What follows belongs to an exercise in optimizing a design on an open flow for small area; a production flow would make more cautious choices. At most, simulation tests tie the RTL to the original design; equivalence was not proved. Only the layout flow was run in runs 3 to 6; the RTL was not checked for function there.

File: flow/design.v
module vig_permcore (
    input  wire       clk,
    input  wire       rst,         
    input  wire       in_valid,
    input  wire [1:0] in_op,       
    input  wire [7:0] in_data,
    input  wire [7:0] in_key,
    output wire       in_ready,
    output reg        out_valid,
    output wire [7:0] out_data,
    input  wire       out_ready,
    output reg        pvalid
);
    localparam OP_SEED      = 2'd0;
    localparam OP_SEED_LAST = 2'd1;
    localparam OP_ENC       = 2'd2;
    localparam OP_DEC       = 2'd3;
    function automatic [31:0] add;
        input [31:0] a;
        input [31:0] b;
        input        cin;
        integer n;
        reg c;
        begin
            c = cin;
            for (n = 0; n < 32; n = n + 1) begin
                add[n] = a[n] ^ b[n] ^ c;
                c = (a[n] & b[n]) | (a[n] & c) | (b[n] & c);
            end
        end
    endfunction
    reg        busy;        
    reg        start;       
    reg        fin;         
    reg        bld;         
    reg        bwd;         
    reg [15:0] h;           
    reg [15:0] s0;          
    reg [15:0] sf;          
    reg [15:0] s;           
    reg [7:0]  k;           
    reg [1:0]  ph;          
    reg [7:0]  r;           
    reg [7:0]  p;           
    reg [7:0]  key;         
    assign in_ready = !busy && (!out_valid || out_ready);
    wire in_fire  = in_valid && in_ready && !rst;
    wire out_fire = out_valid && out_ready;
    assign out_data = p;
    wire [31:0] h33    = add({11'd0, h, 5'd0}, {16'd0, h}, 1'b0);
    wire [31:0] h_sum  = add(h33, {24'd0, in_data}, 1'b0);
    wire [15:0] h_next = h_sum[15:0];
    wire        fw  = !bwd;
    wire [31:0] a1  = add({14'd0, fw ? {s, 2'b11} : {1'b0, s, 1'b0}}, {16'd0, s}, 1'b1);
    wire [31:0] a2  = add({9'd0, a1[18:0], fw ? 4'b1110 : 4'b0011}, {13'd0, a1[18:0]} ^ {32{fw}}, fw);
    wire [31:0] gw  = add({6'd0, a2[21:0], 4'b1110}, {10'd0, a2[21:0]}, 1'b0);
    wire [15:0] mc  = bwd ? {gw[8:0], 6'b111111, gw[25]} : a2[15:0];
    wire [15:0] mb  = bwd ? gw[24:9] : {9'd0, a2[22:16]};
    wire [31:0] md  = add({16'd0, mc}, ~{16'd0, mb}, 1'b1);
    wire [31:0] mr  = add({16'd0, md[15:0]}, 32'd0, md[16]);               
    wire [15:0] sn  = mr[15:0];
    wire [7:0]  byt  = (bwd && ph[1]) ? key : sn[7:0];
    wire [3:0]  nib  = ph[0] ? byt[3:0] : byt[7:4];
    wire        big  = (k[7:4] != 4'd0) || (k[3:0] == 4'hf);    
    wire [7:0]  r_in = {r[7:4], r[3:0] | ({4{ph == 2'd1 && big}} & byt[7:4])};
    reg  [7:0]  q;
    reg  [31:0] t;
    integer b;
    always @* begin
        q = r_in;
        for (b = 3; b >= 0; b = b - 1) begin
            t = add({23'd0, q, nib[b]}, {23'd0, 1'b1, ~k}, 1'b0);    
            q = t[9] ? t[7:0] : {q[6:0], nib[b]};
        end
    end
    wire [7:0] j    = q;
    wire [7:0] p_tr = (p == k) ? j : (p == j) ? k : p;
    wire [31:0] pk  = add({24'd0, p}, {24'd0, key ^ {8{!bwd}}}, !bwd);   
    wire last_ph = (ph == 2'd3);
    wire k_end   = bwd ? (k == 8'd255) : (k == 8'd1);
    wire [7:0] k_nx = bwd ? k + 8'd1 : k - 8'd1;
    always @(posedge clk) begin
        if (rst) begin
            busy      <= 1'b0;
            start     <= 1'b0;
            fin       <= 1'b0;
            h         <= 16'd5381;
            pvalid    <= 1'b0;
            out_valid <= 1'b0;
        end else begin
            if (out_fire) out_valid <= 1'b0;
            if (in_fire) begin
                if (in_op == OP_SEED) begin
                    h <= h_next;
                end else begin
                    busy  <= 1'b1;
                    start <= 1'b1;
                    bld   <= (in_op == OP_SEED_LAST);
                    bwd   <= (in_op == OP_ENC);
                    k     <= (in_op == OP_ENC) ? 8'd1 : 8'd255;
                    ph    <= (in_op == OP_ENC) ? 2'd0 : 2'd1;
                    r     <= 8'd0;
                    p     <= in_data;
                    key   <= in_key;
                    if (in_op == OP_SEED_LAST) begin
                        h  <= 16'd5381;
                        s0 <= h_next;
                    end
                end
            end
            if (start) begin
                start <= 1'b0;
                s     <= bwd ? sf : s0;
                if (bwd) p <= pk[7:0];
            end else if (fin) begin
                fin  <= 1'b0;
                busy <= 1'b0;
                if (bld) begin
                    sf     <= s;
                    pvalid <= 1'b1;
                end else begin
                    out_valid <= 1'b1;
                    if (!bwd) p <= pk[7:0];
                end
            end else if (busy) begin
                r  <= last_ph ? 8'd0 : q;
                ph <= ph + 2'd1;
                if (ph[0]) s <= sn;
                if (bwd && ph == 2'd1) key <= s[7:0];
                if (last_ph) begin
                    p <= p_tr;
                    if (k_end)
                        fin <= 1'b1;
                    else begin
                        k  <= k_nx;
                        ph <= (k_nx[7:4] != 4'd0 || k_nx[3:0] == 4'hf) ? 2'd1 : 2'd0;
                    end
                end
            end
        end
    end
endmodule
File: flow/constraint.sdc
create_clock -name core_clock -period 55.0 [get_ports {clk}]
set_input_delay 11.0000 -clock core_clock [delete_from_list [all_inputs] [get_ports {clk}]]
set_output_delay 11.0000 -clock core_clock [all_outputs]
set_load 0.01 [all_outputs]
File: flow/standard.sh
#!/bin/bash
# synth_recipe.tcl (not shown) runs the flow's synth.tcl, then flattens the netlist and writes it again
# the make line also repeats each setting of config.mk as NAME=value (left out here)
make -C /OpenROAD-flow-scripts/flow DESIGN_CONFIG=/design/flow/config.mk WORK_HOME=/design/flow/orfs CLKGATE_MAP_FILE= SYNTH_SCRIPT=/design/flow/synth_recipe.tcl "${@:-finish}"
File: flow/flow/run.sh
#!/bin/bash
# Own layout flow: the standard synthesis unchanged, then the standard layout with
# smaller port buffers and a clock tree of small buffers without dummy loads.
set -euo pipefail
bash standard.sh synth > synth.log 2>&1
bash standard.sh finish \
  BUFFER_PORTS_ARGS="-buffer_cell sky130_fd_sc_hd__buf_1" \
  CTS_ARGS="-sink_clustering_enable -repair_clock_nets -dont_use_dummy_load -buf_list {sky130_fd_sc_hd__clkbuf_4 sky130_fd_sc_hd__clkbuf_8}" \
  > layout.log 2>&1
File: flow/config.mk
export PLATFORM = sky130hd
export DESIGN_NAME = vig_permcore
export DESIGN_NICKNAME = vig_permcore
export VERILOG_FILES = /design/flow/design.v
export SDC_FILE = /design/flow/constraint.sdc
export NUM_CORES = 8
export LEC_CHECK = 0
export ABC_AREA = 1
export CAP_MARGIN = 0
export CORE_MARGIN = 2
export CORE_UTILIZATION = 25
export PLACE_DENSITY = 0.45
export SLEW_MARGIN = 0
==> results of run 1 <==
## synth_stat cells (all sizes together) (21+ instances only)
library cell	instances	area (um^2)
nand2	246	951
inv	192	721
fa	100	2000
o21ai	96	484
nor2	91	362
edfxtp	84	2520
nand3	75	440
ha	55	688
a21oi	39	195
o22ai	35	219
xnor2	26	228
clkbuf	23	88.8
xor2	23	201
dfxtp	21	420
## cells in the final DEF, fill, tap and decap left out, drive strengths merged, types with 3 or more instances in the layout
cell,n
nor2,91
clkbuf,9
edfxtp,84
and2,4
o22ai,35
clkinv,3
a21oi,39
xnor2,26
inv,192
fa,100
buf,45
nand3,75
nor3,7
o21ai,96
mux2i,3
xor2,23
dfxtp,21
o211ai,10
ha,55
nand2,246
or2,8
nand4,8
## layer usage
metal  share of wire, %  GRT usage [%]  up-vias  wire (um)
li1                   -              -     3828          -
met1                 50           20.8     3773      14300
met2                 44           21.9      180      12500
met3                4.4           2.09       32       1270
met4                1.9           4.22        0        530
met5                  0              0        -          0
## final cells by class
type,count,share of cell area (%)
tap,525,6.06
clock buffer,9,1.14
timing repair buffer,45,2.01
sequential,105,27.2
multi-input combinational,838,56.9
inverter,195,6.76
## worst reg2reg max path: cells and delay by family, from the launching register on
family / cells / cell delay, ps
DFF: 1 / 580
xor gates and xnor gates: 1 / 60
AOI/OAI and AO/OA: 4 / 680
buffers and inverters: 18 / 1830
and+or+nand+nor: 19 / 2450
adders and majority gates: 78 / 25680
## cells by family (layout without fill, tap and decap cells)
family                     Yosys count  after routing  synth area share [%]
xor gates and xnor gates            49             49                  4.29
AOI/OAI and AO/OA                  188            188                  10.4
and+or+nand+nor                    443            443                  19.7
DFF                                105            105                  29.4
adders and majority gates          155            155                  26.9
buffers and inverters              233            249                  9.08
muxes                                3              3                 0.300
## stage by stage
step	instance area (um^2)	util [%]	worst slack, ps
after floorplan	10000	-	24560
after global placement	10700	27.0	23790
after detailed placement	10700	27.0	23280
after CTS	10800	27.3	23350
after global routing	10800	27.3	21640
final	10800	27.3	23380
## worst min-delay path by stage
stage,start,endpoint,slack (ps),cells past startpoint
6_report,pvalid$_SDFFE_PP0P_,pvalid$_SDFFE_PP0P_,480,2
5_1_grt,s[14]$_DFFE_PP_,sf[14]$_DFFE_PP_,510,0
4_1_cts,pvalid$_SDFFE_PP0P_,pvalid$_SDFFE_PP0P_,480,2
3_5_place_dp,pvalid$_SDFFE_PP0P_,pvalid$_SDFFE_PP0P_,450,2
3_3_place_gp,pvalid$_SDFFE_PP0P_,pvalid$_SDFFE_PP0P_,440,2
2_1_floorplan,s[14]$_DFFE_PP_,sf[14]$_DFFE_PP_,430,0
## sequential cells by signal (all words and copies together), names as in the netlist
signal and count:
sf 16, s0 16, p 8, fin 1, ph 2, busy 1
k 8, bwd 1, h 16, key 8, pvalid 1, out_valid 1
r 8, s 16, bld 1, start 1
==> impl_metrics.json, run 1 <==
{
  "async_flop_share_pct": 0,
  "portBuffers": 32,
  "worstPathRequired_ps": 55030,
  "drt_iter0_markers": 541,
  "multi_input_comb_area_um2": 6160,
  "cts_buffer_depth": 2,
  "clock_skew_ps": 23.6,
  "overflow": 0,
  "drv_slew": 0,
  "cp.depth": 120,
  "num_rows": 73,
  "synth_nets": 1353,
  "routabilityCongestion": 0.873,
  "drive_gt1_share_pct": 5.54,
  "synth_area_um2": 10000,
  "dieArea_um2": 41600,
  "slowest_stage": "buf_4",
  "nets": 1371,
  "grt_use_total_pct": 14.3,
  "die_x_um": 204,
  "reg2reg_depth": 120,
  "synth_edf_count": 84,
  "setup_viol": 0,
  "syn_area_per_cell_um2": 8.51,
  "fillCellCount": 4385,
  "detail-route-antenna-nets": 0,
  "hold_viol": 0,
  "clockRootBuffer": "clkbuf_8",
  "first_global_vias": 7896,
  "relSlewSlack_pct": 31.9,
  "r2r-start": "bwd$_DFFE_PP_",
  "initial_core_util_pct": 25.2,
  "startpoint_type": "flop",
  "fmax_mhz": 31.6,
  "grt_pass1_wl_um": 45300,
  "clkSinkCount": 105,
  "cts_resized": 0,
  "seq_area_um2": 2940,
  "via_per_inst": 4.55,
  "dr.pass1.iters": 5,
  "antenna_cells": 0,
  "cp-endpoint": "p[6]$_DFFE_PP_",
  "yosys.cell_types.count": 44,
  "vias": 7813,
  "worstSkewPairLatency_ps": 390,
  "synth_warnings": 1,
  "period_minus_slack_ps": 31620,
  "grt_max_degree": 90,
  "rsz0062_at_grt": "no",
  "synth_ff_type": "edfxtp_1",
  "post_cts_buffers": 0,
  "worstSetupPathType": "reg2reg",
  "stdcell_count": 1717,
  "endpoint_kind": "flop",
  "drc_errors": 0,
  "antenna_found_initial": 0,
  "r2r-end": "p[6]$_DFFE_PP_",
  "seq_area_frac_synth_pct": 29.4,
  "cp.arrival_ps": 31640,
  "placed_cells": 1708,
  "ioPinCount": 33,
  "cp.buffers_inverters": 18,
  "maxCapViolations": 0,
  "r2r_setup_slack_ps": 23380,
  "syn2layout_area_growth_pct": 8.33,
  "crit_family": "adder cells",
  "hold_class": "reg2reg",
  "hold_slack_ps": 478,
  "dp.final_hpwl_um": 23200,
  "yosys_register_bits": 105,
  "die_y_um": 204,
  "drt-total-wl_um": 28600,
  "cts_tree": "yes",
  "synth_cells": 1176,
  "htreeDepth": 3,
  "post_drt_wl_per_cell_um": 16.6,
  "status": "finished clean",
  "cp_slowest_stage_delay_ps": 840,
  "crit_top_cell": "fa_1",
  "path_max_fanout": 89,
  "holdBufCountCts": 0,
  "path_clk_slew_ps": 100,
  "worstMarginPinSlew_ps": 1020,
  "cts_made_buffers": 9,
  "startpoint": "bwd$_DFFE_PP_",
  "fin_crit_sh_pct": 57.5,
  "fin_tns_setup_ps": 0,
  "core_area_um2": 39600
}
==> run 2, diff against run 1 <==
--- a/flow/config.mk
+++ b/flow/config.mk
@@ -6,8 +6,8 @@
 export NUM_CORES = 8
 export LEC_CHECK = 0
 export ABC_AREA = 1
-export CAP_MARGIN = 0
+export CAP_MARGIN = 20
 export CORE_MARGIN = 2
 export CORE_UTILIZATION = 25
 export PLACE_DENSITY = 0.45
-export SLEW_MARGIN = 0
+export SLEW_MARGIN = 20
==> run 2 against run 1 <==
Still clean on timing, DRC and antenna. Clock skew unchanged. Sequential share of layout area unchanged. Clock-buffer cell count unchanged. Critical path depth unchanged.
==> impl_metrics.json, run 2 <==
{
  "grt_use_total_pct": 14.3,
  "detail-route-antenna-nets": 0,
  "synth_edf_count": 84,
  "crit_top_cell": "fa_1",
  "nets": 1371,
  "setup_viol": 0,
  "vias": 7813,
  "period_minus_slack_ps": 31620,
  "endpoint_kind": "flop",
  "hold_slack_ps": 478,
  "maxCapViolations": 0,
  "final_cell_mix": "237 x nand2_1, 188 x inv_1, 100 x fa_1, 91 x o21ai_0, 87 x nor2_1",
  "hold_depth": 2,
  "antenna_cells": 0,
  "seq_area_frac_synth_pct": 29.4,
  "yosys_register_bits": 105,
  "slowest_stage": "buf_4",
  "drt-total-wl_um": 28600,
  "worstMarginPinSlew_ps": 1020,
  "worstSkewPairLatency_ps": 390,
  "dp_slack_ps": 23280,
  "synth_nets": 1353,
  "drive_gt1_share_pct": 5.54,
  "grt_util_met3_pct": 2.09,
  "drc_errors": 0,
  "fin_tns_setup_ps": 0,
  "startpoint_type": "flop",
  "startpoint": "bwd$_DFFE_PP_",
  "routabilityCongestion": 0.873,
  "yosysTopAreaCellShare_pct": 25.2,
  "path_max_fanout": 89,
  "die_y_um": 204,
  "status": "finished clean",
  "holdBufCountCts": 0,
  "drt_iter0_markers": 541,
  "worstPathRequired_ps": 55030,
  "reg2reg_depth": 120,
  "ioPinCount": 33,
  "cts_tree": "yes",
  "yosys-top-cells-area": "edfxtp_1 25%, fa_1 20%, nand2_1 8.9%",
  "clock_skew_ps": 23.6,
  "yosys.area.top_type": "edfxtp_1",
  "fin_crit_sh_pct": 57.5,
  "clockRootBuffer": "clkbuf_8",
  "cp.arrival_ps": 31640,
  "path_clk_slew_ps": 100,
  "synth_cells": 1176,
  "rsz0062_at_grt": "no",
  "synth_ff_type": "edfxtp_1",
  "cp_slowest_stage_delay_ps": 840,
  "dieArea_um2": 41600,
  "yosys.cell_types.count": 44,
  "hold_class": "reg2reg",
  "hold_viol": 0,
  "cts_made_buffers": 9,
  "cts_buffer_depth": 2,
  "use_met2_pct": 21.9,
  "cts_resized": 0,
  "drv_slew": 0,
  "via_per_inst": 4.55,
  "r2r_setup_slack_ps": 23380,
  "fmax_mhz": 31.6,
  "syn2layout_area_growth_pct": 8.33,
  "synthTopCellsByCount": "237 x nand2_1, 188 x inv_1, 100 x fa_1, 91 x o21ai_0, 87 x nor2_1",
  "overflow": 0,
  "fin_ws_ps": 23380,
  "dr.pass1.iters": 5,
  "post_drt_wl_per_cell_um": 16.6,
  "r2r-start": "bwd$_DFFE_PP_",
  "num_rows": 73,
  "yosysMostFrequentCell": "nand2_1",
  "syn_area_per_cell_um2": 8.51,
  "fillCellCount": 4385,
  "r2r-end": "p[6]$_DFFE_PP_",
  "grt_pass1_wl_um": 45300,
  "first_global_vias": 7896,
  "post_cts_buffers": 0,
  "synth_area_um2": 10000,
  "cp-endpoint": "p[6]$_DFFE_PP_",
  "portBuffers": 32,
  "die_x_um": 204,
  "htreeDepth": 3,
  "grt_use_met1_pct": 20.8,
  "initial_core_util_pct": 25.2,
  "final_common_cell": "nand2_1",
  "busiest_layer": "met2",
  "grt_max_degree": 90,
  "core_area_um2": 39600,
  "async_flop_share_pct": 0,
  "relSlewSlack_pct": 31.9,
  "clkSinkCount": 105,
  "worstSetupPathType": "reg2reg",
  "synth_warnings": 1,
  "antenna_found_initial": 0,
  "dp.final_hpwl_um": 23200
}
## run 2: cell counts after synthesis
No cell type changed its count.
## run 2: per-stage QoR
step | std cells | instance area [um^2] | utilization [%]
floorplan | 1176 | 10000 | -
global placement | 1708 | 10700 | 27.0
detailed placement | 1708 | 10700 | 27.0
CTS | 1717 | 10800 | 27.3
global route | 1717 | 10800 | 27.3
finish | 1717 | 10800 | 27.3
## run 2: cell type report
type / instances / area (um^2) / area share [%]
well taps: 525 / 657 / 6.06
repair buffers: 45 / 218 / 2.01
flip-flops and latches: 105 / 2940 / 27.2
multi-input cells: 838 / 6160 / 56.9
inverters: 195 / 733 / 6.76
clock buffers: 9 / 124 / 1.14
## run 2: worst min-delay path by stage
stage | startpoint | end | slack [ps]
detailed placement | pvalid$_SDFFE_PP0P_ | pvalid$_SDFFE_PP0P_ | 450
global placement | pvalid$_SDFFE_PP0P_ | pvalid$_SDFFE_PP0P_ | 440
global route | s[14]$_DFFE_PP_ | sf[14]$_DFFE_PP_ | 510
CTS | pvalid$_SDFFE_PP0P_ | pvalid$_SDFFE_PP0P_ | 480
finish | pvalid$_SDFFE_PP0P_ | pvalid$_SDFFE_PP0P_ | 480
floorplan | s[14]$_DFFE_PP_ | sf[14]$_DFFE_PP_ | 430
## run 2: kinds of logic (layout without fill, tap and decap cells)
kind of cell,after synthesis,in the layout,synth area share (%)
compound gates,188,188,10.4
xor+xnor,49,49,4.29
fa+ha+maj,155,155,26.9
buf+inv,233,249,9.08
flops,105,105,29.4
mux,3,3,0.300
simple gates,443,443,19.7
## run 2: worst max-delay path: cells and delay by family (launching register included)
family,cells,cell delay (ps)
compound gates,4,650
xor+xnor,1,60
fa+ha+maj,78,25650
buf+inv,18,1830
flops,1,580
simple gates,19,2450
## run 2: per-layer routing
metal | vias up | part of all wire (%)
met2 | 180 | 44
met4 | 0 | 1.9
met5 | - | 0
met1 | 3773 | 50
li1 | 3828 | -
met3 | 32 | 4.4
==> run 3, diff against run 2 <==
--- a/flow/design.v
+++ b/flow/design.v
@@ -74,7 +74,8 @@
         end
     end
     wire [7:0] j    = q;
-    wire [7:0] p_tr = (p == k) ? j : (p == j) ? k : p;
+    wire       hit  = (p == k) || (p == j);
+    wire [7:0] p_tr = hit ? (p ^ k ^ j) : p;
     wire [31:0] pk  = add({24'd0, p}, {24'd0, key ^ {8{!bwd}}}, !bwd);   
     wire last_ph = (ph == 2'd3);
     wire k_end   = bwd ? (k == 8'd255) : (k == 8'd1);
==> run 3 against run 2 <==
Synthesized cell count shrank 0.94%. Register-to-register slack improved by 540 ps. Design area is 0.38% lower. Clock-buffer cell count did not move. Clock skew grew 16 ps. Critical endpoint is now p[0]$_DFFE_PP_.
==> impl_metrics.json, run 3 <==
{
  "synth_ff_type": "edfxtp_1",
  "cts_resized": 0,
  "synthTopCellsByCount": "227 x nand2_1, 192 x inv_1, 100 x fa_1, 88 x o21ai_0, 86 x nor2_1",
  "path_max_fanout": 38,
  "slowest_stage": "fa_1",
  "nets": 1362,
  "cts_buffer_depth": 2,
  "yosysMostFrequentCell": "nand2_1",
  "syn2layout_area_growth_pct": 8.24,
  "relSlewSlack_pct": 35.2,
  "synth_area_um2": 9980,
  "grt_use_total_pct": 14.4,
  "drc_errors": 0,
  "worstSkewPairLatency_ps": 400,
  "antenna_cells": 0,
  "synth_cells": 1165,
  "holdBufCountCts": 0,
  "die_x_um": 204,
  "status": "finished clean",
  "dp.final_hpwl_um": 23300,
  "yosys.area.top_type": "edfxtp_1",
  "drv_slew": 0,
  "initial_core_util_pct": 25.2,
  "cts_made_buffers": 9,
  "cp_slowest_stage_delay_ps": 550,
  "synth_warnings": 1,
  "grt_max_degree": 58,
  "endpoint_kind": "flop",
  "worstSetupPathType": "reg2reg",
  "num_rows": 73,
  "clock_skew_ps": 39.3,
  "cp.arrival_ps": 31110,
  "drt-total-wl_um": 29000,
  "fmax_mhz": 32.2,
  "yosysTopAreaCellShare_pct": 25.3,
  "clkSinkCount": 105,
  "htreeDepth": 3,
  "hold_class": "reg2reg",
  "final_cell_mix": "227 x nand2_1, 192 x inv_1, 100 x fa_1, 88 x o21ai_0, 86 x nor2_1",
  "portBuffers": 32,
  "fin_tns_setup_ps": 0,
  "synth_edf_count": 84,
  "antenna_found_initial": 0,
  "ioPinCount": 33,
  "fin_crit_sh_pct": 56.5,
  "worstPathRequired_ps": 55030,
  "setup_viol": 0,
  "yosys_register_bits": 105,
  "drt_iter0_markers": 533,
  "grt_pass1_wl_um": 45500,
  "rsz0062_at_grt": "no",
  "dieArea_um2": 41500,
  "period_minus_slack_ps": 31080,
  "final_core_util_pct": 27.3,
  "maxCapViolations": 0,
  "vias": 7701,
  "yosys.cell_types.count": 46,
  "post_cts_buffers": 0,
  "async_flop_share_pct": 0,
  "die_y_um": 204,
  "overflow": 0,
  "design_area_um2": 10800,
  "post_drt_wl_per_cell_um": 17.0,
  "path_clk_slew_ps": 120,
  "routabilityCongestion": 0.848,
  "core_area_um2": 39500,
  "dr.pass1.iters": 6,
  "first_global_vias": 7766,
  "clockRootBuffer": "clkbuf_8",
  "synth_nets": 1342,
  "crit_top_cell": "fa_1",
  "post_dp_cell_area_um2": 10700,
  "syn_area_per_cell_um2": 8.56,
  "yosys-top-cells-area": "edfxtp_1 25%, fa_1 20%, nand2_1 8.5%",
  "hold_viol": 0,
  "drive_gt1_share_pct": 4.82,
  "fillCellCount": 4258,
  "final_common_cell": "nand2_1",
  "worstMarginPinSlew_ps": 970,
  "detail-route-antenna-nets": 0,
  "via_per_inst": 4.51,
  "cts_tree": "yes",
  "startpoint_type": "flop",
  "seq_area_frac_synth_pct": 29.5
}
==> run 3: cell types whose count changed after synthesis, moves of 3 or more <==
cell      change
nand3_2      -11
o21ai_1       +4
nand3_1       +5
xnor2_1       +7
nand2_4       +4
a21oi_1       -9
o21ai_0       -3
inv_1         +4
o211ai_1      -6
nand2_1      -10
==> run 3: cell type report <==
type	instances	area, um^2	area share [%]
Timing Repair Buffer	42	195	1.81
Multi-Input combinational cell	829	6140	56.8
Tap cell	525	657	6.08
Clock buffer	9	124	1.15
Inverter	198	743	6.88
Sequential cell	105	2940	27.3
==> run 3: logic make-up (layout without fill, tap and decap cells) <==
kind of cell | Yosys count | after routing | synth area share (%)
simple gates | 431 | 431 | 18.9
buf+inv | 231 | 249 | 9.04
compound gates | 183 | 183 | 10.3
fa+ha+maj | 155 | 155 | 27.0
flops | 105 | 105 | 29.5
xor+xnor | 57 | 57 | 5.00
mux | 3 | 3 | 0.301
==> run 3: layer usage <==
layer | track usage [%] | share of wire (%) | vias to the layer above
met3 | 1.47 | 3.9 | 22
met2 | 22.5 | 45 | 172
met5 | 0 | 0 | -
li1 | - | - | 3792
met4 | 2.97 | 1.1 | 0
met1 | 21.5 | 50 | 3715
==> run 3: final timing paths <==
| path | startpoint | to | slack [ps] | depth (start not counted) |
|---|---|---|---|---|
| max reg2reg | bwd$_DFFE_PP_ | p[0]$_DFFE_PP_ | 23920 | 126 |
| min | h[14]$_SDFFE_PP0P_ | h[14]$_SDFFE_PP0P_ | 480 | 2 |
| min reg2reg | h[14]$_SDFFE_PP0P_ | h[14]$_SDFFE_PP0P_ | 480 | 2 |
| max | bwd$_DFFE_PP_ | p[0]$_DFFE_PP_ | 23920 | 126 |
==> run 3: through the flow <==
stage	std cells	hold WS, ps	setup WS, ps
after CTS	1708	485	23800
after floorplan	1165	426	25170
after global placement	1699	455	24370
after detailed placement	1699	436	23740
final	1708	481	23920
after global routing	1708	491	22150
==> run 3: critical path: cells and delay by family (launching register included) <==
kind                     cells  cell delay [ps]
adder cells (fa/ha/maj)     81            25830
AND/OR/NAND/NOR             20             2180
buffers and inverters       21             1490
AO/OA/AOI/OAI                3              690
flip-flops                   1              370
XOR/XNOR                     1               70
==> run 4, diff against run 3 <==
--- a/flow/config.mk
+++ b/flow/config.mk
@@ -8,6 +8,6 @@
 export ABC_AREA = 1
 export CAP_MARGIN = 20
 export CORE_MARGIN = 2
-export CORE_UTILIZATION = 25
-export PLACE_DENSITY = 0.45
+export CORE_UTILIZATION = 70
+export PLACE_DENSITY = 0.8
 export SLEW_MARGIN = 20
==> run 4 against run 3 <==
Worst setup slack worse by 620 ps. Maximum frequency is 2.0% lower. Clock skew decreased by 5.0 ps. Core utilization is 47 points higher. Routed wire length is 13% lower. Non-clock buffer count decreased by 3. Register-to-register slack got worse by 620 ps. Highest routed layer unchanged. Cell count shrank 20%. Largest cell class unchanged. Critical path type unchanged. Global-route usage grew 21 points. Critical endpoint is now p[2]$_DFFE_PP_. First-iteration DRC count rose by 90%.
==> impl_metrics.json, run 4 <==
{
  "startpoint_type": "flop",
  "hp-start": "s[14]$_DFFE_PP_",
  "r2r-end": "p[2]$_DFFE_PP_",
  "detail-route-antenna-nets": 0,
  "overflow": 0,
  "fillCellCount": 1060,
  "post_cts_buffers": 0,
  "setup_viol": 0,
  "async_flop_share_pct": 0,
  "final_cell_mix": "227 x nand2_1, 192 x inv_1, 100 x fa_1, 88 x o21ai_0, 85 x nor2_1",
  "fin_ws_ps": 23300,
  "dieArea_um2": 15200,
  "final_common_cell": "nand2_1",
  "path_clk_slew_ps": 100,
  "crit_top_cell": "fa_1",
  "dr.pass1.iters": 7,
  "period_minus_slack_ps": 31700,
  "num_rows": 43,
  "dp.final_hpwl_um": 20200,
  "hold_viol": 0,
  "synth_nets": 1342,
  "synth_area_um2": 9980,
  "busiest_layer": "met1",
  "clockRootBuffer": "clkbuf_8",
  "placed_cells": 1350,
  "hold_depth": 0,
  "routabilityCongestion": 1.00,
  "cts_resized": 0,
  "cp_slowest_stage_delay_ps": 770,
  "grt_use_total_pct": 34.9,
  "syn_area_per_cell_um2": 8.56,
  "holdBufCountCts": 0,
  "worstSkewPairLatency_ps": 400,
  "drv_slew": 0,
  "drc_errors": 0,
  "cp.arrival_ps": 31730,
  "synth_ff_type": "edfxtp_1",
  "status": "finished clean",
  "ioPinCount": 33,
  "die_y_um": 123,
  "synthTopCellsByCount": "227 x nand2_1, 192 x inv_1, 100 x fa_1, 88 x o21ai_0, 86 x nor2_1",
  "yosys.area.top_type": "edfxtp_1",
  "antenna_cells": 0,
  "yosys_register_bits": 105,
  "clkSinkCount": 105,
  "endpoint_kind": "flop",
  "synth_cells": 1165,
  "synth_warnings": 1,
  "seq_area_frac_synth_pct": 29.5,
  "crit_family": "adder cells",
  "syn2layout_area_growth_pct": 3.71,
  "maxCapViolations": 0,
  "yosysMostFrequentCell": "nand2_1",
  "relSlewSlack_pct": 40.4,
  "grt_use_met1_pct": 53.1,
  "grt_pass1_wl_um": 39600,
  "drive_gt1_share_pct": 4.66,
  "use_met2_pct": 49.9,
  "yosysTopAreaCellShare_pct": 25.3,
  "path_max_fanout": 83,
  "worstPathRequired_ps": 55030,
  "yosys.cell_types.count": 46,
  "hold_class": "reg2reg",
  "cts_made_buffers": 9,
  "portBuffers": 32,
  "first_global_vias": 7500,
  "cp.buffers_inverters": 21,
  "yosys-top-cells-area": "edfxtp_1 25%, fa_1 20%, nand2_1 8.5%",
  "antenna_found_initial": 0,
  "stdcell_count": 1360,
  "fin_crit_sh_pct": 57.6,
  "worstMarginPinSlew_ps": 895,
  "cts_tree": "yes",
  "drt_iter0_markers": 1015,
  "via_per_inst": 5.97,
  "fin_tns_setup_ps": 0,
  "drt-total-wl_um": 25100,
  "core_area_um2": 13900,
  "rsz0062_at_grt": "no",
  "vias": 8115,
  "clock_skew_ps": 34.4,
  "htreeDepth": 3,
  "reg2reg_depth": 125,
  "grt_util_met3_pct": 8.99,
  "die_x_um": 123,
  "fmax_mhz": 31.5,
  "whs_endpoint": "sf[14]$_DFFE_PP_",
  "synth_edf_count": 84,
  "startpoint": "bwd$_DFFE_PP_",
  "r2r_setup_slack_ps": 23300,
  "initial_core_util_pct": 71.9,
  "dp_slack_ps": 23270,
  "nets": 1359,
  "post_drt_wl_per_cell_um": 18.4,
  "cts_buffer_depth": 2,
  "slowest_stage": "buf_4",
  "r2r-start": "bwd$_DFFE_PP_",
  "grt_max_degree": 84,
  "worstSetupPathType": "reg2reg"
}
run 4: metal layers:
| layer | routed length, um | share of wire (%) |
|---|---|---|
| met5 | 0 | 0 |
| met4 | 431 | 1.7 |
| met3 | 3350 | 13 |
| met2 | 10700 | 43 |
| met1 | 10600 | 42 |
run 4: final cells by class:
class	count	area, um^2	share of cell area (%)
clock buffer	9	124	1.20
timing repair buffer	39	173	1.67
tap	180	225	2.18
multi-input combinational	829	6140	59.3
inverter	198	743	7.18
sequential	105	2940	28.4
run 4: through the flow:
| step | hold WS [ps] | instance area [um^2] | util (%) |
|---|---|---|---|
| after global routing | 484 | 10300 | 74.5 |
| after CTS | 469 | 10300 | 74.5 |
| after detailed placement | 438 | 10200 | 73.6 |
| after global placement | 448 | 10200 | 73.6 |
| final | 471 | 10300 | 74.5 |
| after floorplan | 426 | 9980 | - |
run 4: cells by family after synthesis:
logic type               Yosys count  synth area share (%)
AND/OR/NAND/NOR                  431                  18.9
buffers and inverters            231                  9.04
AO/OA/AOI/OAI                    183                  10.3
multiplexers                       3                 0.301
adder cells (fa/ha/maj)          155                  27.0
XOR/XNOR                          57                  5.00
flip-flops                       105                  29.5
run 4: worst max-delay path by stage:
stage | to | slack, ps | depth (start not counted)
after global placement | p[3]$_DFFE_PP_ | 24170 | 124
after global routing | p[0]$_DFFE_PP_ | 21530 | 125
final | p[2]$_DFFE_PP_ | 23300 | 125
after CTS | p[3]$_DFFE_PP_ | 23410 | 124
after detailed placement | p[3]$_DFFE_PP_ | 23270 | 125
after floorplan | p[0]$_DFFE_PP_ | 25170 | 126
==> run 5, diff against run 4 <==
--- a/flow/config.mk
+++ b/flow/config.mk
@@ -8,6 +8,6 @@
 export ABC_AREA = 1
 export CAP_MARGIN = 20
 export CORE_MARGIN = 2
-export CORE_UTILIZATION = 70
-export PLACE_DENSITY = 0.8
+export CORE_UTILIZATION = 50
+export PLACE_DENSITY = 0.65
 export SLEW_MARGIN = 20
==> run 5 against run 4 <==
Maximum frequency decreased by 0.51%. Design area increased by 1.1%. Die area increased by 39%. Sequential share of layout area decreased by 0.31 points. Area after synthesis unchanged. Clock-buffer cell count unchanged. Largest cell class unchanged. Highest routed layer unchanged.
==> impl_metrics.json, run 5 <==
{
  "status": "finished clean",
  "crit_top_cell": "fa_1",
  "cts_made_buffers": 9,
  "startpoint": "bwd$_DFFE_PP_",
  "async_flop_share_pct": 0,
  "yosys.cell_types.count": 46,
  "final_cell_mix": "227 x nand2_1, 192 x inv_1, 100 x fa_1, 88 x o21ai_0, 85 x nor2_1",
  "grt_pass1_wl_um": 40900,
  "yosysTopAreaCellShare_pct": 25.3,
  "fmax_mhz": 31.4,
  "holdBufCountCts": 0,
  "hp-start": "s[14]$_DFFE_PP_",
  "maxCapViolations": 0,
  "worstPathRequired_ps": 55040,
  "yosysMostFrequentCell": "nand2_1",
  "syn2layout_area_growth_pct": 4.85,
  "worstSkewPairLatency_ps": 380,
  "fin_tns_setup_ps": 0,
  "endpoint_kind": "flop",
  "grt_max_degree": 74,
  "startpoint_type": "flop",
  "worstSetupPathType": "reg2reg",
  "post_cts_buffers": 0,
  "drive_gt1_share_pct": 4.74,
  "core_area_um2": 19500,
  "antenna_found_initial": 0,
  "clockRootBuffer": "clkbuf_8",
  "routabilityCongestion": 0.956,
  "clkSinkCount": 105,
  "hold_viol": 0,
  "synth_edf_count": 84,
  "cp.arrival_ps": 31910,
  "grt_use_total_pct": 24.8,
  "post_drt_wl_per_cell_um": 17.8,
  "dieArea_um2": 21100,
  "yosys-top-cells-area": "edfxtp_1 25%, fa_1 20%, nand2_1 8.5%",
  "synth_ff_type": "edfxtp_1",
  "die_x_um": 145,
  "vias": 7906,
  "cts_buffer_depth": 2,
  "detail-route-antenna-nets": 0,
  "drt_iter0_markers": 821,
  "dr.pass1.iters": 5,
  "yosys.area.top_type": "edfxtp_1",
  "r2r-start": "bwd$_DFFE_PP_",
  "fin_crit_sh_pct": 57.9,
  "path_clk_slew_ps": 110,
  "yosys_register_bits": 105,
  "synth_area_um2": 9980,
  "overflow": 0,
  "drc_errors": 0,
  "synthTopCellsByCount": "227 x nand2_1, 192 x inv_1, 100 x fa_1, 88 x o21ai_0, 86 x nor2_1",
  "cp.buffers_inverters": 23,
  "relSlewSlack_pct": 39.4,
  "slowest_stage": "buf_4",
  "drt-total-wl_um": 25700,
  "ioPinCount": 33,
  "cp_slowest_stage_delay_ps": 670,
  "nets": 1360,
  "via_per_inst": 5.47,
  "cts_tree": "yes",
  "path_max_fanout": 73,
  "clock_skew_ps": 30.9,
  "post_dp_cell_area_um2": 10300,
  "initial_core_util_pct": 51.1,
  "design_area_um2": 10500,
  "synth_warnings": 1,
  "drv_slew": 0,
  "first_global_vias": 7662,
  "dp.final_hpwl_um": 20800,
  "final_core_util_pct": 53.6,
  "cts_resized": 0,
  "antenna_cells": 0,
  "htreeDepth": 3,
  "synth_nets": 1342,
  "crit_family": "adder cells",
  "syn_area_per_cell_um2": 8.56,
  "seq_area_frac_synth_pct": 29.5,
  "worstMarginPinSlew_ps": 906,
  "rsz0062_at_grt": "no",
  "final_common_cell": "nand2_1",
  "synth_cells": 1165,
  "period_minus_slack_ps": 31870,
  "num_rows": 51,
  "portBuffers": 32,
  "setup_viol": 0,
  "hold_class": "reg2reg",
  "die_y_um": 145
}
==> run 5: cell count changes in the layout (fill, tap and decap cells not counted), sizes merged <==
cell  before  now
buf       39   40
==> run 5: metrics by stage <==
stage               setup slack (ps)  hold slack (ps)  instances
finish                         23130              442       1446
global route                   21560              467       1446
CTS                            23150              449       1446
detailed placement             22990              451       1437
global placement               23940              446       1437
floorplan                      25170              426       1165
==> run 5: worst register-to-register path, delay by kind of cell (launching register included) <==
family | cells | cell delay (ps)
adder cells (fa/ha/maj) | 79 | 25650
buffers and inverters | 23 | 2480
AND/OR/NAND/NOR | 21 | 2320
AO/OA/AOI/OAI | 3 | 720
flip-flops | 1 | 330
XOR/XNOR | 1 | 70
==> run 5: worst paths after layout <==
path | end | slack (ps) | cells after the start
worst min register to register | sf[14]$_DFFE_PP_ | 440 | 0
worst max register to register | p[1]$_DFFE_PP_ | 23130 | 127
worst max-delay path | p[1]$_DFFE_PP_ | 23130 | 127
worst min-delay path | sf[14]$_DFFE_PP_ | 440 | 0
==> run 5: layout make-up <==
| class | instances | area [um^2] |
|---|---|---|
| Tap cell | 265 | 332 |
| Inverter | 198 | 743 |
| Multi-Input combinational cell | 829 | 6140 |
| Sequential cell | 105 | 2940 |
| Clock buffer | 9 | 124 |
| Fill cell | 1886 | 9070 |
| Timing Repair Buffer | 40 | 180 |
==> run 5: cells by family (layout without fill, tap and decap cells) <==
group	after synthesis	in the layout	synth area share, %
compound gates	183	183	10.3
xor+xnor	57	57	5.00
fa+ha+maj	155	155	27.0
buf+inv	231	247	9.04
flops	105	105	29.5
mux	3	3	0.301
simple gates	431	431	18.9
==> run 5: per-layer routing <==
metal,share of wire [%],global-route usage [%]
met1,48,37.4
met2,43,37.1
met3,7.4,4.56
met4,1.6,5.88
met5,0,0
==> run 6, diff against run 5 <==
==> flow/flow/run.sh (replaced) <==
#!/bin/bash
# Own layout flow: the standard synthesis unchanged, then the standard layout with
# smaller port buffers and a clock tree of small buffers without dummy loads.
set -euo pipefail
bash standard.sh synth > synth.log 2>&1
bash standard.sh finish \
  BUFFER_PORTS_ARGS="-buffer_cell sky130_fd_sc_hd__buf_1" \
  CTS_ARGS="-sink_clustering_enable -repair_clock_nets -dont_use_dummy_load -sink_buffer_max_cap_derate 0.7 -buf_list {sky130_fd_sc_hd__clkbuf_8}" \
  > layout.log 2>&1
--- a/flow/config.mk
+++ b/flow/config.mk
@@ -8,6 +8,6 @@
 export ABC_AREA = 1
 export CAP_MARGIN = 20
 export CORE_MARGIN = 2
-export CORE_UTILIZATION = 50
-export PLACE_DENSITY = 0.65
+export CORE_UTILIZATION = 25
+export PLACE_DENSITY = 0.45
 export SLEW_MARGIN = 20
==> run 6 against run 5 <==
Non-clock buffer count grew 2. Critical path depth shrank 1. Clock skew grew 8.5 ps. Still clean.
==> impl_metrics.json, run 6 <==
{
  "relSlewSlack_pct": 35.2,
  "endpoint_kind": "flop",
  "rsz0062_at_grt": "no",
  "portBuffers": 32,
  "die_x_um": 204,
  "fin_crit_sh_pct": 56.5,
  "routabilityCongestion": 0.848,
  "syn2layout_area_growth_pct": 8.24,
  "async_flop_share_pct": 0,
  "nets": 1362,
  "crit_top_cell": "fa_1",
  "fmax_mhz": 32.2,
  "maxCapViolations": 0,
  "yosys.area.top_type": "edfxtp_1",
  "htreeDepth": 3,
  "cts_made_buffers": 9,
  "hold_class": "reg2reg",
  "dieArea_um2": 41500,
  "final_core_util_pct": 27.3,
  "antenna_found_initial": 0,
  "hold_viol": 0,
  "yosys_register_bits": 105,
  "cp.arrival_ps": 31110,
  "drc_errors": 0,
  "clock_skew_ps": 39.3,
  "path_clk_slew_ps": 120,
  "ioPinCount": 33,
  "vias": 7701,
  "grt_util_met3_pct": 1.47,
  "yosys-top-cells-area": "edfxtp_1 25%, fa_1 20%, nand2_1 8.5%",
  "setup_viol": 0,
  "dr.pass1.iters": 6,
  "design_area_um2": 10800,
  "dp_slack_ps": 23740,
  "hp-start": "h[14]$_SDFFE_PP0P_",
  "drive_gt1_share_pct": 4.82,
  "post_dp_cell_area_um2": 10700,
  "final_cell_mix": "227 x nand2_1, 192 x inv_1, 100 x fa_1, 88 x o21ai_0, 86 x nor2_1",
  "yosysMostFrequentCell": "nand2_1",
  "grt_pass1_wl_um": 45500,
  "fin_tns_setup_ps": 0,
  "drt_iter0_markers": 533,
  "worstMarginPinSlew_ps": 970,
  "fin_ws_ps": 23920,
  "busiest_layer": "met2",
  "placed_cells": 1699,
  "synth_ff_type": "edfxtp_1",
  "final_common_cell": "nand2_1",
  "synth_edf_count": 84,
  "first_global_vias": 7766,
  "overflow": 0,
  "clkSinkCount": 105,
  "seq_area_frac_synth_pct": 29.5,
  "use_met2_pct": 22.5,
  "num_rows": 73,
  "drt-total-wl_um": 29000,
  "post_cts_buffers": 0,
  "startpoint_type": "flop",
  "slowest_stage": "fa_1",
  "holdBufCountCts": 0,
  "yosysTopAreaCellShare_pct": 25.3,
  "via_per_inst": 4.51,
  "detail-route-antenna-nets": 0,
  "synth_cells": 1165,
  "clockRootBuffer": "clkbuf_8",
  "synth_warnings": 1,
  "drv_slew": 0,
  "synth_nets": 1342,
  "cts_buffer_depth": 2,
  "worstSetupPathType": "reg2reg",
  "core_area_um2": 39500,
  "cts_resized": 0,
  "startpoint": "bwd$_DFFE_PP_",
  "cp_slowest_stage_delay_ps": 550,
  "grt_use_total_pct": 14.4,
  "synthTopCellsByCount": "227 x nand2_1, 192 x inv_1, 100 x fa_1, 88 x o21ai_0, 86 x nor2_1",
  "worstSkewPairLatency_ps": 400,
  "worstPathRequired_ps": 55030,
  "cts_tree": "yes",
  "r2r-start": "bwd$_DFFE_PP_",
  "post_drt_wl_per_cell_um": 17.0,
  "yosys.cell_types.count": 46,
  "antenna_cells": 0,
  "syn_area_per_cell_um2": 8.56,
  "initial_core_util_pct": 25.2,
  "period_minus_slack_ps": 31080,
  "grt_max_degree": 58,
  "status": "finished clean",
  "synth_area_um2": 9980,
  "die_y_um": 204,
  "dp.final_hpwl_um": 23300,
  "grt_use_met1_pct": 21.5,
  "stdcell_count": 1708,
  "path_max_fanout": 38
}
## run 6: cell counts after synthesis
No cell type changed its count.
## run 6: critical path, delay by kind of cell, from the launching register on
kind / cells / cell delay [ps]
flip-flops: 1 / 370
AO/OA/AOI/OAI: 3 / 690
XOR/XNOR: 1 / 70
AND/OR/NAND/NOR: 20 / 2180
buffers and inverters: 21 / 1490
adder cells (fa/ha/maj): 81 / 25830
## run 6: cells by family after synthesis
group,after synthesis,synth area share (%)
compound gates,183,10.3
xor+xnor,57,5.00
fa+ha+maj,155,27.0
buf+inv,231,9.04
flops,105,29.5
mux,3,0.301
simple gates,431,18.9
## run 6: path summary, 6_finish.rpt
kind | cells after the start | endpoint | slack [ps]
worst max-delay path | 126 | p[0]$_DFFE_PP_ | 23920
worst min-delay path | 2 | h[14]$_SDFFE_PP0P_ | 480
worst max register to register | 126 | p[0]$_DFFE_PP_ | 23920
worst min register to register | 2 | h[14]$_SDFFE_PP0P_ | 480
## run 6: final cells by class
| type | count | area, um^2 |
|---|---|---|
| Tap cell | 525 | 657 |
| Clock buffer | 9 | 124 |
| Fill cell | 4258 | 28800 |
| Inverter | 198 | 743 |
| Sequential cell | 105 | 2940 |
| Multi-Input combinational cell | 829 | 6140 |
| Timing Repair Buffer | 42 | 195 |
## run 6: metrics by stage
stage,hold slack (ps)
after floorplan,426
after global placement,455
after detailed placement,436
after CTS,485
after global routing,491
final,481
## run 6: layer usage
| layer | up-vias | routed length, um | part of all wire, % |
|---|---|---|---|
| met5 | - | 0 | 0 |
| met4 | 0 | 313 | 1.1 |
| met3 | 22 | 1120 | 3.9 |
| met2 | 172 | 12900 | 45 |
| met1 | 3715 | 14600 | 50 |
| li1 | 3792 | - | - |
==> run 7, diff against run 6 <==
--- a/flow/design.v
+++ b/flow/design.v
@@ -74,8 +74,7 @@
         end
     end
     wire [7:0] j    = q;
-    wire       hit  = (p == k) || (p == j);
-    wire [7:0] p_tr = hit ? (p ^ k ^ j) : p;
+    wire [7:0] p_tr = (p == k) ? j : (p == j) ? k : p;
     wire [31:0] pk  = add({24'd0, p}, {24'd0, key ^ {8{!bwd}}}, !bwd);   
     wire last_ph = (ph == 2'd3);
     wire k_end   = bwd ? (k == 8'd255) : (k == 8'd1);
==> flow/flow/run.sh (replaced) <==
#!/bin/bash
# Own layout flow: the standard synthesis unchanged, then the standard layout with
# smaller port buffers and a clock tree of small buffers without dummy loads.
set -euo pipefail
bash standard.sh synth > synth.log 2>&1
bash standard.sh finish \
  BUFFER_PORTS_ARGS="-buffer_cell sky130_fd_sc_hd__buf_1" \
  CTS_ARGS="-sink_clustering_enable -repair_clock_nets -dont_use_dummy_load -buf_list {sky130_fd_sc_hd__clkbuf_4 sky130_fd_sc_hd__clkbuf_8} -sink_clustering_size 12 -sink_clustering_max_diameter 40" \
  > layout.log 2>&1
==> run 7 against run 6 <==
Cell count grew 0.53%. Sequential cell count did not move. Area after synthesis is 0.30% higher. Design area up 0.38%. Highest routed layer unchanged. Core utilization about the same. Register-to-register slack worse by 540 ps. Routed wire length is 1.5% lower. Via count grew 1.5%. Worst hold slack worse by 3.0 ps. Die area increased by 0.29%. Largest cell class unchanged.
==> impl_metrics.json, run 7 <==
{
  "synth_warnings": 1,
  "relSlewSlack_pct": 31.9,
  "final_core_util_pct": 27.3,
  "cp_slowest_stage_delay_ps": 840,
  "hold_viol": 0,
  "endpoint_kind": "flop",
  "via_per_inst": 4.55,
  "final_common_cell": "nand2_1",
  "synthTopCellsByCount": "237 x nand2_1, 188 x inv_1, 100 x fa_1, 91 x o21ai_0, 87 x nor2_1",
  "die_y_um": 204,
  "synth_ff_type": "edfxtp_1",
  "syn_area_per_cell_um2": 8.51,
  "yosys-top-cells-area": "edfxtp_1 25%, fa_1 20%, nand2_1 8.9%",
  "post_drt_wl_per_cell_um": 16.6,
  "dieArea_um2": 41600,
  "clockRootBuffer": "clkbuf_8",
  "drt-total-wl_um": 28600,
  "die_x_um": 204,
  "stdcell_count": 1717,
  "overflow": 0,
  "cp.arrival_ps": 31640,
  "grt_use_total_pct": 14.3,
  "cts_tree": "yes",
  "async_flop_share_pct": 0,
  "drive_gt1_share_pct": 5.54,
  "maxCapViolations": 0,
  "path_max_fanout": 89,
  "dr.pass1.iters": 5,
  "dp.final_hpwl_um": 23200,
  "core_area_um2": 39600,
  "fin_crit_sh_pct": 57.5,
  "first_global_vias": 7896,
  "drc_errors": 0,
  "hold_class": "reg2reg",
  "rsz0062_at_grt": "no",
  "detail-route-antenna-nets": 0,
  "setup_viol": 0,
  "num_rows": 73,
  "portBuffers": 32,
  "antenna_found_initial": 0,
  "synth_area_um2": 10000,
  "synth_edf_count": 84,
  "placed_cells": 1708,
  "yosys_register_bits": 105,
  "ioPinCount": 33,
  "status": "finished clean",
  "worstPathRequired_ps": 55030,
  "fmax_mhz": 31.6,
  "yosysMostFrequentCell": "nand2_1",
  "clkSinkCount": 105,
  "synth_nets": 1353,
  "yosys.area.top_type": "edfxtp_1",
  "vias": 7813,
  "post_cts_buffers": 0,
  "grt_max_degree": 90,
  "hold_slack_ps": 478,
  "yosys.cell_types.count": 44,
  "holdBufCountCts": 0,
  "fillCellCount": 4385,
  "worstSkewPairLatency_ps": 390,
  "drt_iter0_markers": 541,
  "cts_buffer_depth": 2,
  "initial_core_util_pct": 25.2,
  "final_cell_mix": "237 x nand2_1, 188 x inv_1, 100 x fa_1, 91 x o21ai_0, 87 x nor2_1",
  "antenna_cells": 0,
  "worstMarginPinSlew_ps": 1020,
  "htreeDepth": 3,
  "grt_pass1_wl_um": 45300,
  "startpoint_type": "flop",
  "nets": 1371,
  "yosysTopAreaCellShare_pct": 25.2,
  "synth_cells": 1176,
  "cts_resized": 0,
  "worstSetupPathType": "reg2reg",
  "period_minus_slack_ps": 31620,
  "slowest_stage": "buf_4",
  "drv_slew": 0,
  "crit_top_cell": "fa_1",
  "path_clk_slew_ps": 100,
  "clock_skew_ps": 23.6,
  "syn2layout_area_growth_pct": 8.33,
  "cts_made_buffers": 9,
  "routabilityCongestion": 0.873,
  "seq_area_frac_synth_pct": 29.4,
  "fin_tns_setup_ps": 0
}
## run 7: changes by cell type in the layout (fill, tap and decap cells not counted), moves of 3 or more
cell / change
o211ai_1: +6
nand3_1: -5
inv_1: -4
nand3_2: +11
xnor2_1: -7
o21ai_1: -4
o21ai_0: +3
nand2_4: -4
buf_4: +3
a21oi_1: +9
nand2_1: +10
## run 7: per-stage QoR
stage | instance area, um^2 | setup slack [ps]
2_1_floorplan | 10000 | 24560
5_1_grt | 10800 | 21640
3_5_place_dp | 10700 | 23280
3_3_place_gp | 10700 | 23790
4_1_cts | 10800 | 23350
6_report | 10800 | 23380
## run 7: worst max-delay path: cells and delay by family (launching register included)
kind                     cells  cell delay [ps]
AND/OR/NAND/NOR             19             2450
XOR/XNOR                     1               60
adder cells (fa/ha/maj)     78            25650
buffers and inverters       18             1830
AO/OA/AOI/OAI                4              650
flip-flops                   1              580
## run 7: final timing paths
| check | cells past startpoint | slack [ps] | endpoint | startpoint |
|---|---|---|---|---|
| max | 120 | 23380 | p[6]$_DFFE_PP_ | bwd$_DFFE_PP_ |
| max reg2reg | 120 | 23380 | p[6]$_DFFE_PP_ | bwd$_DFFE_PP_ |
| min reg2reg | 2 | 480 | pvalid$_SDFFE_PP0P_ | pvalid$_SDFFE_PP0P_ |
| min | 2 | 480 | pvalid$_SDFFE_PP0P_ | pvalid$_SDFFE_PP0P_ |
## run 7: cells by family (layout without fill, tap and decap cells)
group	count (synthesis)	count (layout)	synth area share, %
and+or+nand+nor	443	443	19.7
buffers and inverters	233	249	9.08
AOI/OAI and AO/OA	188	188	10.4
adders and majority gates	155	155	26.9
DFF	105	105	29.4
xor gates and xnor gates	49	49	4.29
muxes	3	3	0.300
## run 7: layer usage
| layer | global-route usage (%) | vias up | wire length [um] |
|---|---|---|---|
| li1 | - | 3828 | - |
| met1 | 20.8 | 3773 | 14300 |
| met2 | 21.9 | 180 | 12500 |
| met3 | 2.09 | 32 | 1270 |
| met4 | 4.22 | 0 | 530 |
| met5 | 0 | - | 0 |
## run 7: layout make-up
| cell class | instances | area (um^2) | area share, % |
|---|---|---|---|
| Inverter | 195 | 733 | 6.76 |
| Sequential cell | 105 | 2940 | 27.2 |
| Tap cell | 525 | 657 | 6.06 |
| Clock buffer | 9 | 124 | 1.14 |
| Timing Repair Buffer | 45 | 218 | 2.01 |
| Multi-Input combinational cell | 838 | 6160 | 56.9 |
==> run 8, diff against run 7 <==
==> flow/flow/run.sh (replaced) <==
#!/bin/bash
# Own layout flow: the standard synthesis unchanged, then the standard layout with
# smaller port buffers and a clock tree of small buffers without dummy loads.
set -euo pipefail
bash standard.sh synth > synth.log 2>&1
bash standard.sh finish \
  BUFFER_PORTS_ARGS="-buffer_cell sky130_fd_sc_hd__buf_1" \
  CTS_ARGS="-sink_clustering_enable -repair_clock_nets -dont_use_dummy_load -buf_list {sky130_fd_sc_hd__clkbuf_8 sky130_fd_sc_hd__clkbuf_16} -sink_clustering_size 35 -sink_clustering_max_diameter 100" \
  > layout.log 2>&1
==> run 8 against run 7 <==
Routed wire length is 0.20% lower. Still clean on timing, DRC and antenna. Via count hardly changed. Register-to-register slack worse by 20 ps. First-iteration DRC count is 7.2% lower. Area after synthesis stayed put.
==> impl_metrics.json, run 8 <==
{
  "synth_edf_count": 84,
  "startpoint": "bwd$_DFFE_PP_",
  "holdBufCountCts": 0,
  "cts_buffer_depth": 2,
  "synth_area_um2": 10000,
  "grt_use_total_pct": 14.3,
  "portBuffers": 32,
  "nets": 1371,
  "post_cts_buffers": 0,
  "syn2layout_area_growth_pct": 9.34,
  "yosysTopAreaCellShare_pct": 25.2,
  "synth_compound_area_share_pct": 10.4,
  "htreeDepth": 3,
  "synth_top_family_by_area": "adder cells",
  "drt_iter0_markers": 502,
  "endpoint_kind": "flop",
  "drv_slew": 0,
  "yosys-top-cells-area": "edfxtp_1 25%, fa_1 20%, nand2_1 8.9%",
  "fin_tns_setup_ps": 0,
  "core_area_um2": 39600,
  "worstSetupPathType": "reg2reg",
  "setup_viol": 0,
  "yosys.cell_types.count": 44,
  "vias": 7812,
  "overflow": 0,
  "hold_viol": 0,
  "final_cell_mix": "237 x nand2_1, 188 x inv_1, 100 x fa_1, 91 x o21ai_0, 87 x nor2_1",
  "cts_resized": 0,
  "drc_errors": 0,
  "design_area_um2": 10900,
  "dieArea_um2": 41600,
  "grt_pass1_wl_um": 45300,
  "r2r-start": "bwd$_DFFE_PP_",
  "via_per_inst": 4.55,
  "cts_tree": "yes",
  "first_global_vias": 7870,
  "die_x_um": 204,
  "worstMarginPinSlew_ps": 1010,
  "worstSkewPairLatency_ps": 350,
  "dp.final_hpwl_um": 23200,
  "routabilityCongestion": 0.873,
  "rsz0062_at_grt": "no",
  "crit_top_cell": "fa_1",
  "r2r-end": "p[0]$_DFFE_PP_",
  "synth-simple-area-share_pct": 19.7,
  "status": "finished clean",
  "cp.arrival_ps": 31620,
  "whs_endpoint": "pvalid$_SDFFE_PP0P_",
  "ioPinCount": 33,
  "synth_nets": 1353,
  "hold_class": "reg2reg",
  "clockRootBuffer": "clkbuf_16",
  "r2r_setup_slack_ps": 23360,
  "seq_area_frac_synth_pct": 29.4,
  "clkSinkCount": 105,
  "synthTopCellsByCount": "237 x nand2_1, 188 x inv_1, 100 x fa_1, 91 x o21ai_0, 87 x nor2_1",
  "path_max_fanout": 89,
  "yosys_register_bits": 105,
  "path_clk_slew_ps": 70,
  "post_drt_wl_per_cell_um": 16.6,
  "synth_cells": 1176,
  "yosys.area.top_type": "edfxtp_1",
  "detail-route-antenna-nets": 0,
  "post_dp_cell_area_um2": 10700,
  "reg2reg_depth": 120,
  "dr.pass1.iters": 5,
  "period_minus_slack_ps": 31640,
  "slowest_stage": "buf_4",
  "num_rows": 73,
  "synth_ff_type": "edfxtp_1",
  "antenna_found_initial": 0,
  "cp_slowest_stage_delay_ps": 830,
  "cts_made_buffers": 9,
  "syn_area_per_cell_um2": 8.51,
  "drive_gt1_share_pct": 5.54,
  "relSlewSlack_pct": 33.0,
  "die_y_um": 204,
  "async_flop_share_pct": 0,
  "fmax_mhz": 31.6,
  "hold_slack_ps": 469,
  "worstPathRequired_ps": 54990,
  "maxCapViolations": 0,
  "synth.mux.area_fraction_pct": 0.300,
  "clock_skew_ps": 14.3,
  "fin_crit_sh_pct": 57.5,
  "grt_max_degree": 90,
  "initial_core_util_pct": 25.2,
  "hold_depth": 2,
  "yosysMostFrequentCell": "nand2_1",
  "final_common_cell": "nand2_1",
  "yosys.area_share.xor_xnor_pct": 4.29,
  "synth_warnings": 1,
  "drt-total-wl_um": 28500,
  "synth_fa_ha_area_share_pct": 26.9,
  "antenna_cells": 0,
  "startpoint_type": "flop",
  "hp-start": "pvalid$_SDFFE_PP0P_"
}
==> run 8: changes by cell type in the layout (fill, tap and decap cells not counted) <==
cell / change
clkbuf_16: +9
clkbuf_8: -9
==> run 8: cell type report <==
type | instances | area (um^2)
fillers | 4377 | 28700
multi-input cells | 838 | 6160
flip-flops and latches | 105 | 2940
inverters | 195 | 733
well taps | 525 | 657
clock buffers | 9 | 225
repair buffers | 45 | 218
==> run 8: cells by family (layout without fill, tap and decap cells) <==
family	Yosys count	after routing
adder cells (fa/ha/maj)	155	155
buffers and inverters	233	249
AO/OA/AOI/OAI	188	188
flip-flops	105	105
XOR/XNOR	49	49
multiplexers	3	3
AND/OR/NAND/NOR	443	443
==> run 8: how the worst max path moves through the flow <==
stage / end
3_5_place_dp: p[2]$_DFFE_PP_
3_3_place_gp: p[2]$_DFFE_PP_
4_1_cts: p[1]$_DFFE_PP_
6_report: p[0]$_DFFE_PP_
5_1_grt: p[0]$_DFFE_PP_
2_1_floorplan: p[0]$_DFFE_PP_
==> run 8: worst max-delay path, delay by kind of cell, from the launching register on <==
kind	cells	cell delay [ps]
adder cells (fa/ha/maj)	78	25660
AO/OA/AOI/OAI	4	650
XOR/XNOR	1	60
flip-flops	1	570
AND/OR/NAND/NOR	19	2480
buffers and inverters	18	1830
==> run 8: stage by stage <==
step | utilization (%) | std cells | setup slack, ps
2_1_floorplan | - | 1176 | 24560
3_3_place_gp | 27.0 | 1708 | 23790
3_5_place_dp | 27.0 | 1708 | 23280
4_1_cts | 27.6 | 1717 | 23350
5_1_grt | 27.6 | 1717 | 21640
6_report | 27.6 | 1717 | 23360
==> run 8: layer usage <==
layer | part of all wire [%] | GRT usage (%) | wire length (um)
met2 | 44 | 21.8 | 12500
met1 | 50 | 20.8 | 14200
met4 | 2.0 | 4.30 | 569
met3 | 4.4 | 2.09 | 1240
met5 | 0 | 0 | 0

what the ideal ports hide:
No port has a modelled driver above. Below, the same layouts with a new extraction and two added sets of constraints. Step 1 sets driving cells, clkbuf_16 on the clock port and buf_2 on the other inputs (assumed; they add their load-dependent delay and slew). Step 2, shift: input delay + t, output delay - t, t = (earliest + latest rising clock arrival at the registers) / 2. This alone moves slack from input paths to output paths. Three values: ideal, step 1, step 2; two values: the first two.
| run | shift t [ns] | setup WS [ns] | slew at the worst register clock pin (ns) | worst slew at a driven data input, ns | pins driven straight from the clock port |
|---|---|---|---|---|---|
| run 1 | 0.428 | 23.381 / 23.381 / 23.381 | 0.11 / 0.11 | 0.04 | 1 |
| run 2 | 0.428 | 23.381 / 23.381 / 23.381 | 0.11 / 0.11 | 0.04 | 1 |
| run 3 | 0.422 | 23.917 / 23.917 / 23.917 | 0.12 / 0.12 | 0.05 | 1 |
| run 4 | 0.423 | 23.295 / 23.295 / 23.295 | 0.12 / 0.12 | 0.04 | 1 |
| run 5 | 0.406 | 23.132 / 23.132 / 23.132 | 0.11 / 0.11 | 0.04 | 1 |
| run 6 | 0.422 | 23.917 / 23.917 / 23.917 | 0.12 / 0.12 | 0.05 | 1 |
| run 7 | 0.428 | 23.381 / 23.381 / 23.381 | 0.11 / 0.11 | 0.04 | 1 |
| run 8 | 0.400 | 23.364 / 23.364 / 23.364 | 0.08 / 0.08 | 0.04 | 1 |
After both steps every run listed still meets setup and hold.
